Background: an optimization exercise with open tools, aiming at small area and few clock cycles. Do not read the settings as production practice.
At most, simulation tests tie the RTL to the original design; equivalence was not proved.
Power and IR drop assume default switching activity.

==> flow/design.v (excerpt) <==
module ftdi_frame_codec (
    input  wire        clk,
    input  wire        rst,           
    input  wire        op_valid,
    input  wire [2:0]  op_code,       
    input  wire [15:0] op_arg,        
    output wire        op_ready,
    output wire        tx_valid,
    output reg  [7:0]  tx_data,
    input  wire        tx_ready,
    input  wire        rx_valid,
    input  wire [7:0]  rx_data,
    output wire        rx_ready,
    input  wire [4:0]  rd_idx,
    output wire [15:0] rd_sp,
    output wire [11:0] rd_samp0,
    output wire [11:0] rd_samp1,
    output wire [11:0] rd_samp2,
    output reg  [2:0]  phase,
    output reg  [2:0]  fault,
    output reg  [5:0]  n_count,
    output wire [10:0] wlen,
    output wire [7:0]  erl,
    output reg  [10:0] txcount,
    output reg  [7:0]  rlen,
    output wire [5:0]  nsamp,
    output wire [16:0] stat_sum,
    output wire [5:0]  stat_cnt,
    output wire        stat_valid
);
Size: about 4,000 cells after synthesis, about 180 I/O pins, about 0.048 sq mm of cells after synthesis.
clock: 10.0 ns
lec_check: 0
cap_margin: 20
core_margin: 2
core_utilization: 40
cts_buf_list: sky130_fd_sc_hd__clkbuf_4
place_density: 0.6
slew_margin: 20
run.sh (not shown) runs the stock make flow with config.mk's settings and CLKGATE_MAP_FILE= SYNTH_SCRIPT=/design/flow/synth_recipe.tcl, a recipe that flattens the netlist after the stock synthesis.
The baseline went through all stages and came out clean.
Change:
CTS_BUF_LIST = sky130_fd_sc_hd__clkbuf_8   (was sky130_fd_sc_hd__clkbuf_4)
What happened: Final area increases slightly; die area is unchanged; total power rose slightly; fmax rises slightly.
No functional check of the RTL was part of any run of this note.

* * *

Setup of 07-19:
Another version of the RTL of ftdi_frame_codec (not shown whole).
Size: about 3300 cells after synthesis, ~1500 flip-flops, about 180 I/O pins, roughly 0.045 mm2 of cells after synthesis.
Settings: LEC_CHECK=0, CAP_MARGIN=20, CORE_MARGIN=2, CORE_UTILIZATION=40, PLACE_DENSITY=0.6, SLEW_MARGIN=20, SYNTH_HIERARCHICAL=1; clock period 10.0 ns.
standard.sh (not shown) runs the stock make flow with config.mk's settings and CLKGATE_MAP_FILE= SYNTH_SCRIPT=/design/flow/synth_recipe.tcl, a recipe that flattens the netlist after the stock synthesis.
==> flow/flow/run.sh <==
#!/bin/bash
# Standard ORFS layout with a leaner clock tree (no dummy loads, larger
# sink clusters) and the smallest buffer on each port.
set -euo pipefail
export CTS_ARGS="-sink_clustering_enable -repair_clock_nets -buf_list sky130_fd_sc_hd__clkbuf_16 -sink_clustering_size 30 -sink_clustering_max_diameter 80 -dont_use_dummy_load"
export BUFFER_PORTS_ARGS="-buffer_cell sky130_fd_sc_hd__buf_1"
bash standard.sh > standard.log 2>&1
07-19: no failed stages, no open violations at the end
Testbench counts of 07-19, summed over its fixed seeds: cycles 23,344.
## Diff of input files: 12-07 against 07-19
-- flow/flow/run.sh --
<<< 07-19, line 5
export CTS_ARGS="-sink_clustering_enable -repair_clock_nets -buf_list sky130_fd_sc_hd__clkbuf_16 -sink_clustering_size 30 -sink_clustering_max_diameter 80 -dont_use_dummy_load"
>>> 12-07, line 5
export CTS_ARGS="-sink_clustering_enable -repair_clock_nets -buf_list sky130_fd_sc_hd__clkbuf_8 -sink_clustering_size 18 -sink_clustering_max_diameter 60 -dont_use_dummy_load"
### Flow results
Final cell utilization of the core delta for 12-07 relative to 07-19: 0.20 points lower
Cmp 12-07 and 07-19 / share of the final layout cell area in sequential cells / lower: 07-19
Via count of the first global-routing pass, 12-07 and 07-19: higher on 12-07
Compared with 07-19, 12-07 shows a final cell area excluding filler cells that is 0.45% lower.
Status: share of cell area taken by multi-input logic gates parity (12-07, 07-19)

* * *

ftdi_frame_codec again, from the RTL that the note above started with.
==> flow/config.mk <==
export PLATFORM = sky130hd
export DESIGN_NAME = ftdi_frame_codec
export DESIGN_NICKNAME = ftdi_frame_codec
export VERILOG_FILES = /design/flow/design.v
export SDC_FILE = /design/flow/constraint.sdc
export NUM_CORES = 4
export LEC_CHECK = 0
export CAP_MARGIN = 20
export CORE_MARGIN = 2
export CORE_UTILIZATION = 55
export PLACE_DENSITY = 0.7
export SLEW_MARGIN = 20
export SYNTH_HIERARCHICAL = 1
==> flow/constraint.sdc <==
create_clock -name core_clock -period 10.0 [get_ports {clk}]
set_input_delay 2.0000 -clock core_clock [delete_from_list [all_inputs] [get_ports {clk}]]
set_output_delay 2.0000 -clock core_clock [all_outputs]
set_load 0.01 [all_outputs]
==> flow/flow/run.sh <==
#!/bin/bash
# Standard ORFS layout, with
#  - an area-oriented re-mapping of the combinational logic of the standard
#    synthesis (registers, their names and cell types are kept as they are;
#    the read multiplexers' three-way AND-OR-invert cells are kept too),
#  - a leaner clock tree (no dummy loads, larger sink clusters),
#  - the smallest buffer on each port.
set -euo pipefail
here=$(pwd)
res=$here/orfs/results/$FLOW_PLATFORM/ftdi_frame_codec/base
lib=$FLOW_HOME/platforms/$FLOW_PLATFORM/lib/sky130_fd_sc_hd__tt_025C_1v80.lib

export CTS_ARGS="-sink_clustering_enable -repair_clock_nets -buf_list sky130_fd_sc_hd__clkbuf_8 -sink_clustering_size 18 -sink_clustering_max_diameter 60 -dont_use_dummy_load"
export BUFFER_PORTS_ARGS="-buffer_cell sky130_fd_sc_hd__buf_1"

# 1. standard synthesis
bash standard.sh synth > standard_synth.log 2>&1

# 2. re-map the combinational logic for area
seq=$(python3 flow/combmap.py "$lib")
yosys -q -l combmap.log -p "read_liberty -ignore_miss_func $lib; delete $seq sky130_fd_sc_hd__conb_1; write_verilog -noattr $here/combmap.v" > /dev/null 2>&1 || true
dontuse=$(grep -o -- "-dont_use [^ ]*" "$here/orfs/logs/$FLOW_PLATFORM/ftdi_frame_codec/base/1_2_yosys.log" | sort -u | tr '\n' ' ')
cp "$res/1_2_yosys.v" "$here/1_2_yosys_standard.v"
yosys -l post_synth.log -p "
read_liberty -lib $lib
read_verilog $here/1_2_yosys_standard.v
hierarchy -top $FLOW_TOP
select -set regs $FLOW_TOP/t:sky130_fd_sc_hd__df* $FLOW_TOP/t:sky130_fd_sc_hd__edf*
tee -o $here/regs_before.txt select -list @regs
techmap -map $here/combmap.v $FLOW_TOP/* $FLOW_TOP/t:sky130_fd_sc_hd__a222oi_1 %d
techmap
opt_expr
opt_clean -purge
abc -liberty $lib $dontuse -script $here/flow/area.abc
rename -hide $FLOW_TOP/w:*.*
opt_clean -purge
hilomap -singleton -hicell sky130_fd_sc_hd__conb_1 HI -locell sky130_fd_sc_hd__conb_1 LO
splitnets
opt_clean -purge
insbuf -buf sky130_fd_sc_hd__buf_4 A X
select -set regs2 $FLOW_TOP/t:sky130_fd_sc_hd__df* $FLOW_TOP/t:sky130_fd_sc_hd__edf*
tee -o $here/regs_after.txt select -list @regs2
stat -liberty $lib
write_verilog -noattr -nohex -nodec $here/1_2_yosys_area.v
" > /dev/null
# keep the standard netlist unless the registers are exactly the same
if cmp -s <(sort regs_before.txt) <(sort regs_after.txt); then
  cp "$here/1_2_yosys_area.v" "$res/1_2_yosys.v"
  rm -f "$res/1_synth.odb" "$res/1_synth.sdc"
  echo "post-synthesis re-mapping used" > post_synth_status.txt
else
  echo "registers differ; standard netlist kept" > post_synth_status.txt
fi

# 3. the rest of the layout
bash standard.sh > standard_finish.log 2>&1
Other scripts of this flow, unchanged in this note and not shown: flow/flow/area.abc, flow/flow/combmap.py
The first run completed with no timing, DRC or antenna violations.
Testbench counts at the start, summed over its fixed seeds: cycles 23,344.
Next try:
--- a/flow/flow/run.sh
+++ b/flow/flow/run.sh
@@ -12,3 +12,3 @@
 
-export CTS_ARGS="-sink_clustering_enable -repair_clock_nets -buf_list sky130_fd_sc_hd__clkbuf_8 -sink_clustering_size 18 -sink_clustering_max_diameter 60 -dont_use_dummy_load"
+export CTS_ARGS="-sink_clustering_enable -repair_clock_nets -buf_list {sky130_fd_sc_hd__clkbuf_4 sky130_fd_sc_hd__clkbuf_8} -sink_clustering_size 18 -sink_clustering_max_diameter 60 -dont_use_dummy_load"
 export BUFFER_PORTS_ARGS="-buffer_cell sky130_fd_sc_hd__buf_1"
CORE_UTILIZATION = 40   (was 55)
PLACE_DENSITY = 0.6   (was 0.7)
What happened:
- The changed run completed with no timing, DRC or antenna violations
- total power is about the same
- sequential power barely changes
- core utilization shrinks by 16 points
- synthesized area stays the same
- hold slack loses 0.027 ns
- routed wire length shrinks slightly
- maximum frequency grows slightly
- design area grows slightly
- critical path depth shrinks by 1
Next try:
--- a/flow/flow/run.sh
+++ b/flow/flow/run.sh
@@ -12,3 +12,3 @@
 
-export CTS_ARGS="-sink_clustering_enable -repair_clock_nets -buf_list {sky130_fd_sc_hd__clkbuf_4 sky130_fd_sc_hd__clkbuf_8} -sink_clustering_size 18 -sink_clustering_max_diameter 60 -dont_use_dummy_load"
+export CTS_ARGS="-sink_clustering_enable -repair_clock_nets -buf_list sky130_fd_sc_hd__clkbuf_8 -sink_clustering_size 18 -sink_clustering_max_diameter 60 -dont_use_dummy_load"
 export BUFFER_PORTS_ARGS="-buffer_cell sky130_fd_sc_hd__buf_1"
The new run finished clean.
Fmax is unchanged.
Cell area is unchanged.
Via count is unchanged.
Clock-buffer cell count does not change.
Sequential share of layout area is unchanged.
Wire length stays the same.
Total power stays the same.
Utilization stays the same.
Setup slack stays the same.

* * *

ftdi_frame_codec, a different RTL version from the one above (not shown whole).
Size: ~3,000 cells after synthesis, roughly 180 I/O pins, roughly 42,000 sq um of cells after synthesis.
export LEC_CHECK = 0
export CAP_MARGIN = 20
export CORE_MARGIN = 2
export CORE_UTILIZATION = 40
export PLACE_DENSITY = 0.6
export SLEW_MARGIN = 20
export SYNTH_HIERARCHICAL = 1
create_clock -name core_clock -period 10.0 [get_ports {clk}]
==> flow/flow/run.sh <==
#!/bin/bash
# Standard ORFS layout, with
#  - an area-oriented re-mapping of the combinational logic of the standard
#    synthesis (registers, their names and cell types are kept as they are;
#    the read multiplexers' three-way AND-OR-invert cells are kept too),
#  - a leaner clock tree (no dummy loads, larger sink clusters),
#  - the smallest buffer on each port.
set -euo pipefail
here=$(pwd)
res=$here/orfs/results/$FLOW_PLATFORM/ftdi_frame_codec/base
lib=$FLOW_HOME/platforms/$FLOW_PLATFORM/lib/sky130_fd_sc_hd__tt_025C_1v80.lib

export CTS_ARGS="-sink_clustering_enable -repair_clock_nets -buf_list sky130_fd_sc_hd__clkbuf_8 -sink_clustering_size 18 -sink_clustering_max_diameter 60 -dont_use_dummy_load"
export BUFFER_PORTS_ARGS="-buffer_cell sky130_fd_sc_hd__buf_1"

# 1. standard synthesis
bash standard.sh synth > standard_synth.log 2>&1

# 2. re-map the combinational logic for area
seq=$(python3 flow/combmap.py "$lib")
yosys -q -l combmap.log -p "read_liberty -ignore_miss_func $lib; delete $seq sky130_fd_sc_hd__conb_1; write_verilog -noattr $here/combmap.v" > /dev/null 2>&1 || true
dontuse=$(grep -o -- "-dont_use [^ ]*" "$here/orfs/logs/$FLOW_PLATFORM/ftdi_frame_codec/base/1_2_yosys.log" | sort -u | tr '\n' ' ')
cp "$res/1_2_yosys.v" "$here/1_2_yosys_standard.v"
yosys -l post_synth.log -p "
read_liberty -lib $lib
read_verilog $here/1_2_yosys_standard.v
hierarchy -top $FLOW_TOP
select -set regs $FLOW_TOP/t:sky130_fd_sc_hd__df* $FLOW_TOP/t:sky130_fd_sc_hd__edf*
tee -o $here/regs_before.txt select -list @regs
techmap -map $here/combmap.v $FLOW_TOP/* $FLOW_TOP/t:sky130_fd_sc_hd__a222oi_1 %d
techmap
opt_expr
opt_clean -purge
abc -liberty $lib $dontuse -script $here/flow/area.abc
rename -hide $FLOW_TOP/w:*.*
opt_clean -purge
hilomap -singleton -hicell sky130_fd_sc_hd__conb_1 HI -locell sky130_fd_sc_hd__conb_1 LO
splitnets
opt_clean -purge
insbuf -buf sky130_fd_sc_hd__buf_4 A X
select -set regs2 $FLOW_TOP/t:sky130_fd_sc_hd__df* $FLOW_TOP/t:sky130_fd_sc_hd__edf*
tee -o $here/regs_after.txt select -list @regs2
stat -liberty $lib
write_verilog -noattr -nohex -nodec $here/1_2_yosys_area.v
" > /dev/null
# keep the standard netlist unless the registers are exactly the same
if cmp -s <(sort regs_before.txt) <(sort regs_after.txt); then
  cp "$here/1_2_yosys_area.v" "$res/1_2_yosys.v"
  rm -f "$res/1_synth.odb" "$res/1_synth.sdc"
  echo "post-synthesis re-mapping used" > post_synth_status.txt
else
  echo "registers differ; standard netlist kept" > post_synth_status.txt
fi

# 3. the rest of the layout
bash standard.sh > standard_finish.log 2>&1
Other scripts of this flow, unchanged in this note and not shown: flow/flow/area.abc, flow/flow/combmap.py
The first run finished clean.
Testbench counts at the start, summed over its fixed seeds: cycles 23,344.
Rerun with:
--- a/flow/flow/run.sh
+++ b/flow/flow/run.sh
@@ -11,5 +11,5 @@
 lib=$FLOW_HOME/platforms/$FLOW_PLATFORM/lib/sky130_fd_sc_hd__tt_025C_1v80.lib
 
-export CTS_ARGS="-sink_clustering_enable -repair_clock_nets -buf_list sky130_fd_sc_hd__clkbuf_8 -sink_clustering_size 18 -sink_clustering_max_diameter 60 -dont_use_dummy_load"
+export CTS_ARGS="-sink_clustering_enable -repair_clock_nets -buf_list sky130_fd_sc_hd__clkbuf_8 -sink_clustering_size 20 -sink_clustering_max_diameter 50 -dont_use_dummy_load"
 export BUFFER_PORTS_ARGS="-buffer_cell sky130_fd_sc_hd__buf_1"
 
Settings changed: CORE_UTILIZATION 40 to 55, PLACE_DENSITY 0.6 to 0.7.
After rerunning:
- cell area came out lower by 0.95%
- hold slack gains 0.041 ns
- sequential power barely changes
- final cell count is lower by 8.8%
- clock power grows by about 1%

* * *

Another version of the RTL of ftdi_frame_codec (not shown whole).
For scale: roughly 180 I/O pins.
==> flow/design.v (excerpt) <==
module ftdi_frame_codec (
    input  wire        clk,
    input  wire        rst,           
    input  wire        op_valid,
    input  wire [2:0]  op_code,       
    input  wire [15:0] op_arg,        
    output wire        op_ready,
    output wire        tx_valid,
    output reg  [7:0]  tx_data,
    input  wire        tx_ready,
    input  wire        rx_valid,
    input  wire [7:0]  rx_data,
    output wire        rx_ready,
    input  wire [4:0]  rd_idx,
    output wire [15:0] rd_sp,
    output wire [11:0] rd_samp0,
    output wire [11:0] rd_samp1,
    output wire [11:0] rd_samp2,
    output reg  [2:0]  phase,
    output reg  [2:0]  fault,
    output reg  [5:0]  n_count,
    output wire [10:0] wlen,
    output wire [7:0]  erl,
    output reg  [10:0] txcount,
    output reg  [7:0]  rlen,
    output wire [5:0]  nsamp,
    output wire [16:0] stat_sum,
    output wire [5:0]  stat_cnt,
    output wire        stat_valid
);
Settings: LEC_CHECK=0, CAP_MARGIN=20, CORE_MARGIN=2, CORE_UTILIZATION=40, PLACE_DENSITY=0.6, SLEW_MARGIN=20, SYNTH_HIERARCHICAL=1; clock period 10.0 ns.
==> flow/flow/run.sh <==
#!/bin/bash
# Standard ORFS layout, with
#  - an area-oriented re-mapping of the combinational logic of the standard
#    synthesis (registers, their names and cell types are kept as they are;
#    the read multiplexers' three-way AND-OR-invert cells are kept too),
#  - a leaner clock tree (no dummy loads, larger sink clusters),
#  - the smallest buffer on each port.
set -euo pipefail
here=$(pwd)
res=$here/orfs/results/$FLOW_PLATFORM/ftdi_frame_codec/base
lib=$FLOW_HOME/platforms/$FLOW_PLATFORM/lib/sky130_fd_sc_hd__tt_025C_1v80.lib

export CTS_ARGS="-sink_clustering_enable -repair_clock_nets -buf_list sky130_fd_sc_hd__clkbuf_8 -sink_clustering_size 18 -sink_clustering_max_diameter 90 -dont_use_dummy_load"
export BUFFER_PORTS_ARGS="-buffer_cell sky130_fd_sc_hd__buf_1"

# 1. standard synthesis
bash standard.sh synth > standard_synth.log 2>&1

# 2. re-map the combinational logic for area
seq=$(python3 flow/combmap.py "$lib")
yosys -q -l combmap.log -p "read_liberty -ignore_miss_func $lib; delete $seq sky130_fd_sc_hd__conb_1; write_verilog -noattr $here/combmap.v" > /dev/null 2>&1 || true
dontuse=$(grep -o -- "-dont_use [^ ]*" "$here/orfs/logs/$FLOW_PLATFORM/ftdi_frame_codec/base/1_2_yosys.log" | sort -u | tr '\n' ' ')
cp "$res/1_2_yosys.v" "$here/1_2_yosys_standard.v"
yosys -l post_synth.log -p "
read_liberty -lib $lib
read_verilog $here/1_2_yosys_standard.v
hierarchy -top $FLOW_TOP
select -set regs $FLOW_TOP/t:sky130_fd_sc_hd__df* $FLOW_TOP/t:sky130_fd_sc_hd__edf*
tee -o $here/regs_before.txt select -list @regs
techmap -map $here/combmap.v $FLOW_TOP/* $FLOW_TOP/t:sky130_fd_sc_hd__a222oi_1 %d
techmap
opt_expr
opt_clean -purge
abc -liberty $lib $dontuse -script $here/flow/area.abc
rename -hide $FLOW_TOP/w:*.*
opt_clean -purge
hilomap -singleton -hicell sky130_fd_sc_hd__conb_1 HI -locell sky130_fd_sc_hd__conb_1 LO
splitnets
opt_clean -purge
insbuf -buf sky130_fd_sc_hd__buf_4 A X
select -set regs2 $FLOW_TOP/t:sky130_fd_sc_hd__df* $FLOW_TOP/t:sky130_fd_sc_hd__edf*
tee -o $here/regs_after.txt select -list @regs2
stat -liberty $lib
write_verilog -noattr -nohex -nodec $here/1_2_yosys_area.v
" > /dev/null
# keep the standard netlist unless the registers are exactly the same
if cmp -s <(sort regs_before.txt) <(sort regs_after.txt); then
  cp "$here/1_2_yosys_area.v" "$res/1_2_yosys.v"
  rm -f "$res/1_synth.odb" "$res/1_synth.sdc"
  echo "post-synthesis re-mapping used" > post_synth_status.txt
else
  echo "registers differ; standard netlist kept" > post_synth_status.txt
fi

# 3. the rest of the layout
bash standard.sh > standard_finish.log 2>&1
Other scripts of this flow, unchanged in this note and not shown: flow/flow/area.abc, flow/flow/combmap.py
The baseline completed with no timing, DRC or antenna violations.
Testbench counts at the start, summed over its fixed seeds: cycles 23,344.
Next try:
--- a/flow/flow/run.sh
+++ b/flow/flow/run.sh
@@ -11,5 +11,5 @@
 lib=$FLOW_HOME/platforms/$FLOW_PLATFORM/lib/sky130_fd_sc_hd__tt_025C_1v80.lib
 
-export CTS_ARGS="-sink_clustering_enable -repair_clock_nets -buf_list sky130_fd_sc_hd__clkbuf_8 -sink_clustering_size 18 -sink_clustering_max_diameter 90 -dont_use_dummy_load"
+export CTS_ARGS="-sink_clustering_enable -repair_clock_nets -buf_list sky130_fd_sc_hd__clkbuf_8 -sink_clustering_size 20 -sink_clustering_max_diameter 60 -dont_use_dummy_load"
 export BUFFER_PORTS_ARGS="-buffer_cell sky130_fd_sc_hd__buf_1"
 
Effect: Clock power rose by about 2%; wire length barely changes; setup slack loses 0.049 ns; power came out higher by 0.45%; fmax goes down by about 0.5%; via count is higher by 0.39%.

[separate check: timing with driven ports]
The flow's constraints put no driver on any port. The routed layouts listed below were extracted and timed again, unchanged, in two steps.
Step 1 sets driving cells, clkbuf_16 on the clock port and buf_2 on the other inputs (assumed; they add their load-dependent delay and slew).
Step 2 adds t to the input delays and takes it off the output delays; t is the mean of the earliest and latest rising clock arrival at the registers after step 1. Input paths then give back, and output paths get back, about the clock's delay inside the block.
a / b / c = no drivers / after step 1 / after step 2; a / b = the first two.
| run | shift t [ns] | setup slack, ns | hold slack, ns | latest minus earliest clock arrival (ns) | pins driven straight from the clock port |
|---|---|---|---|---|---|
| the first run of note 1 | 1.272 | 0.159 / 0.135 / 0.135 | 0.265 / 0.265 / 0.265 | 0.164 / 0.164 | 1 |
| the second run of note 1 | 0.963 | 0.192 / 0.167 / 0.167 | 0.292 / 0.292 / 0.292 | 0.070 / 0.070 | 1 |
| 07-19 | 0.679 | 0.447 / 0.424 / 0.424 | 0.264 / 0.264 / 0.264 | 0.141 / 0.141 | 1 |
| 12-07 | 0.808 | 0.502 / 0.460 / 0.460 | 0.257 / 0.257 / 0.257 | 0.152 / 0.152 | 1 |
| the first run of note 3 | 0.777 | 0.706 / 0.623 / 0.623 | 0.225 / 0.225 / 0.225 | 0.140 / 0.140 | 1 |
| the second run of note 3 | 0.814 | 0.739 / 0.639 / 0.639 | 0.198 / 0.198 / 0.198 | 0.159 / 0.159 | 1 |
| the third run of note 3 | 0.814 | 0.739 / 0.639 / 0.639 | 0.198 / 0.198 / 0.198 | 0.159 / 0.159 | 1 |
| the first run of note 4 | 0.785 | 0.838 / 0.755 / 0.755 | 0.198 / 0.198 / 0.198 | 0.145 / 0.145 | 1 |
| the second run of note 4 | 0.777 | 0.759 / 0.690 / 0.690 | 0.240 / 0.240 / 0.240 | 0.146 / 0.147 | 1 |
| the first run of note 5 | 0.800 | 0.396 / 0.325 / 0.659 | 0.299 / 0.299 / 0.299 | 0.096 / 0.097 | 1 |
| the second run of note 5 | 0.805 | 0.347 / 0.283 / 0.558 | 0.276 / 0.276 / 0.276 | 0.119 / 0.118 | 1 |
After both steps every run listed still meets setup and hold.
